This is an optimization exercise on Yosys and OpenROAD, whose aim is small area, a short achievable clock period and few clock cycles, not a production implementation. Function was checked by simulation only, so behaviour that the tests miss may differ from the original. Power and IR drop assume default switching activity.

Design fdc_engine, start of the top module:
module fdc_engine (
    input  wire        clk,
    input  wire        rst,
    input  wire        cmd_valid,
    output wire        cmd_ready,
    input  wire [31:0] cmd_word,
    input  wire [31:0] cmd_arg,
    input  wire        cmd_empty,
    input  wire        in_valid,
    output wire        in_ready,
    input  wire [7:0]  in_data,
    input  wire        in_last,
    output wire        out_valid,
    input  wire        out_ready,
    output wire [7:0]  out_data,
    output wire        done,
    output wire [7:0]  status
);
    localparam [7:0] OP_SETSTAFF = 8'h02;
    localparam [7:0] OP_RESET    = 8'h0A;
    localparam [7:0] OP_STUFF    = 8'h50;
    localparam [7:0] OP_UNSTUFF  = 8'h51;
    localparam [7:0] OP_MOD256   = 8'h60;
    localparam [7:0] OP_CRC16    = 8'h61;
    reg  [7:0]   cfg_esc;
    reg          cfg_en;
    wire [255:0] cfg_pat;
    reg        busy;          
    reg        idle;          
    reg        run;           
    reg        fin0;          
    reg        fin1;          
    reg        irdy;          
    reg        k_stuff, k_unst, k_mod, k_crc, k_set;
    reg        ord;           
  ...
Size: about 1,300 cells after synthesis, about 13,000 µm² of cells after synthesis.
export LEC_CHECK = 0
export CAP_MARGIN = 20
export CORE_MARGIN = 2
export CORE_UTILIZATION = 40
export PLACE_DENSITY = 0.6
export SETUP_SLACK_MARGIN = 1.6
export SLEW_MARGIN = 20
export SYNTH_HIERARCHICAL = 1
create_clock -name core_clock -period 3.6 [get_ports {clk}]
standard.sh (not shown) runs the stock make flow with config.mk's settings and CLKGATE_MAP_FILE= SYNTH_SCRIPT=/design/flow/synth_recipe.tcl, a recipe that flattens the netlist after the stock synthesis.
==> flow/flow/run.sh <==
#!/bin/bash
# Own layout flow: the standard ORFS flow, with the port buffers made
# from sky130_fd_sc_hd__buf_2 instead of the default delay-buffer family, and
# the timing repair free to change a cell's footprint. Everything else
# (synthesis, floorplan, power grid, CTS, routing) is the standard flow.
set -euo pipefail
W=$PWD
cat > "$W/own.mk" <<EOM
include $W/config.mk
export BUFFER_PORTS_ARGS = -buffer_cell sky130_fd_sc_hd__buf_2
export MATCH_CELL_FOOTPRINT = 0
EOM
sed "s#DESIGN_CONFIG=[^ ]*#DESIGN_CONFIG=$W/own.mk#" standard.sh > "$W/own_standard.sh"
bash "$W/own_standard.sh" > "$W/own_flow.log" 2>&1
Testbench counts at the start, summed over its fixed seeds: cycles 15,081.
Next try:
--- a/flow/design.v
+++ b/flow/design.v
@@ -14,33 +14,47 @@
     assign val[8]   = idx[2] ^ idx[1];
     assign val[7]   = idx[1] ^ idx[0];
     assign val[6]   = idx[0];
     assign val[5:1] = 5'd0;
     assign val[0]   = p;
 endmodule
+module fdc_par8 (
+    input  wire [7:0] v,
+    output wire       p
+);
+    assign p = ((v[0] ^ v[1]) ^ (v[2] ^ v[3])) ^ ((v[4] ^ v[5]) ^ (v[6] ^ v[7]));
+endmodule
+module fdc_xor2 (
+    input  wire a,
+    input  wire b,
+    output wire y
+);
+    assign y = a ^ b;
+endmodule
 module fdc_crcstep (
     input  wire [15:0] c,
     input  wire [7:0]  b,
     output wire [15:0] n
 );
     wire [7:0] x  = c[7:0] ^ b;
-    wire pc = ((c[0] ^ c[1]) ^ (c[2] ^ c[3])) ^ ((c[4] ^ c[5]) ^ (c[6] ^ c[7]));
-    wire pb = ((b[0] ^ b[1]) ^ (b[2] ^ b[3])) ^ ((b[4] ^ b[5]) ^ (b[6] ^ b[7]));
-    wire p  = pc ^ pb;
-    assign n[15] = p;
-    assign n[14] = (pc ^ c[7]) ^ (pb ^ b[7]);
+    wire pc, pb, pb7;
+    fdc_par8 u_pc (.v(c[7:0]), .p(pc));
+    fdc_par8 u_pb (.v(b), .p(pb));
+    fdc_par8 u_pb7 (.v({1'b0, b[6:0]}), .p(pb7));
+    fdc_xor2 u_n15 (.a(pc), .b(pb), .y(n[15]));
+    fdc_xor2 u_n14 (.a(pc ^ c[7]), .b(pb7), .y(n[14]));
     assign n[13] = x[7] ^ x[6];
     assign n[12] = x[6] ^ x[5];
     assign n[11] = x[5] ^ x[4];
     assign n[10] = x[4] ^ x[3];
     assign n[9]  = x[3] ^ x[2];
     assign n[8]  = x[2] ^ x[1];
     assign n[7]  = c[15] ^ x[1] ^ x[0];
     assign n[6]  = c[14] ^ x[0];
     assign n[5:1] = c[13:9];
-    assign n[0]  = c[8] ^ p;
+    fdc_xor2 u_n0 (.a(c[8] ^ pc), .b(pb), .y(n[0]));
 endmodule
 module fdc_add8 (
     input  wire [7:0] a,
     input  wire [7:0] b,
     output wire [7:0] s
 );
@@ -82,21 +96,24 @@
     fdc_miss8 u0 (.sel(sel[7:0]),  .v(v[7:0]),  .miss(m[0]));
     fdc_miss8 u1 (.sel(sel[15:8]), .v(v[15:8]), .miss(m[1]));
     assign hit = !(m[0] && m[1]);
 endmodule
 module fdc_odsel (
     input  wire [7:0] sum,
-    input  wire [7:0] crc,
+    input  wire [7:0] clo,
+    input  wire [7:0] chi,
     input  wire [7:0] esc,
     input  wire [7:0] rest,
     input  wire       s_sum,
-    input  wire       s_crc,
+    input  wire       s_clo,
+    input  wire       s_chi,
     input  wire       s_esc,
     output wire [7:0] q
 );
-    assign q = s_esc ? esc : (({8{s_sum}} & sum) | ({8{s_crc}} & crc) | rest);
+    assign q = ({8{s_sum}} & sum) | ({8{s_clo}} & clo) | ({8{s_chi}} & chi) |
+               (s_esc ? esc : rest);
 endmodule
 module fdc_nor2 (
     input  wire a,
     input  wire b,
     output wire y
 );
@@ -215,13 +232,12 @@
     wire p_last = !(rowm_z[0] && rowm_z[1]);
     wire [15:0] crc_next;
     fdc_crcstep u_crc (.c({acc8, od}), .b(in_data), .n(crc_next));
     wire [7:0]  sum_next;
     fdc_add8 u_add (.a(od), .b(in_data), .s(sum_next));
     wire        crc_swap = in_last && !ord;
-    wire [7:0]  crc_od   = crc_swap ? crc_next[15:8] : crc_next[7:0];
     wire [7:0]  crc_acc  = crc_swap ? crc_next[7:0]  : crc_next[15:8];
     wire k_byte  = k_stuff || k_unst;
     wire pe_src  = fresh ? p_last : pe_r;
     wire pe_eff  = k_stuff && ov && pe_src;
     wire u_drop  = kept && p_last && (in_data == cfg_esc);
     wire in_keep = in_fire && !u_drop;
@@ -239,14 +255,16 @@
     wire [7:0] od_rest = ({8{s_c}}   & {8{c_op[0]}}) |
                          ({8{s_lb}}  & lb)           |
                          ({8{s_in}}  & in_data)      |
                          ({8{s_a8}}  & acc8)         |
                          ({8{s_hold}} & od);
     wire [7:0] od_n;
-    fdc_odsel u_odsel (.sum(sum_next), .crc(crc_od), .esc(cfg_esc), .rest(od_rest),
-                       .s_sum(s_sum), .s_crc(s_crc), .s_esc(s_esc), .q(od_n));
+    fdc_odsel u_odsel (.sum(sum_next), .clo(crc_next[7:0]), .chi(crc_next[15:8]),
+                       .esc(cfg_esc), .rest(od_rest),
+                       .s_sum(s_sum), .s_clo(s_crc && !crc_swap), .s_chi(s_crc && crc_swap),
+                       .s_esc(s_esc), .q(od_n));
     reg ov_n;
     always @(*) begin
         if (hold)
             ov_n = 1'b1;
         else if (!busy)
             ov_n = cmd_fire && cmd_empty && (c_mod || c_crc);
Result: Clock-buffer cell count fell by 8; worst hold slack is worse by 0.047 ns; clock skew falls by 0.012 ns; non-clock buffer count is lower by 23; design area falls by 4.3%; synthesized cell count is lower by 0.93%; via count came out lower by 2.6%; total power fell by 7.0%; area after synthesis grows by 0.46%.
Testbench counts after the change, summed over its fixed seeds: cycles 15,081.

separate check: timing with driven ports:
Ports are ideal in the flow. The routed layouts listed here were re-timed in OpenROAD. Step 1 (the two cells are an assumption about what drives the block):
set clk [get_ports {clk}]
set_driving_cell -lib_cell sky130_fd_sc_hd__clkbuf_16 $clk
set_driving_cell -lib_cell sky130_fd_sc_hd__buf_2 [delete_from_list [all_inputs] $clk]
Step 2 also shifts input and output timing later by t, the mid clock arrival at the registers, as if the neighbouring blocks saw the same clock. Three values: no drivers, after step 1, after step 2; two values: the first two.
run	t (ns)	setup WS [ns]	latest minus earliest clock arrival (ns)	worst data-port slew with drivers (ns)	pins driven straight from the clock port
the first run	0.559	1.490 / 1.490 / 0.943	0.025 / 0.025	0.06	1
the second run	0.606	1.576 / 1.601 / 0.995	0.014 / 0.014	0.06	1
After both steps every run listed still meets setup and hold. The setup slack of the second run, which loses most, moves by +0.025 ns with the drivers and by -0.581 ns with both steps.
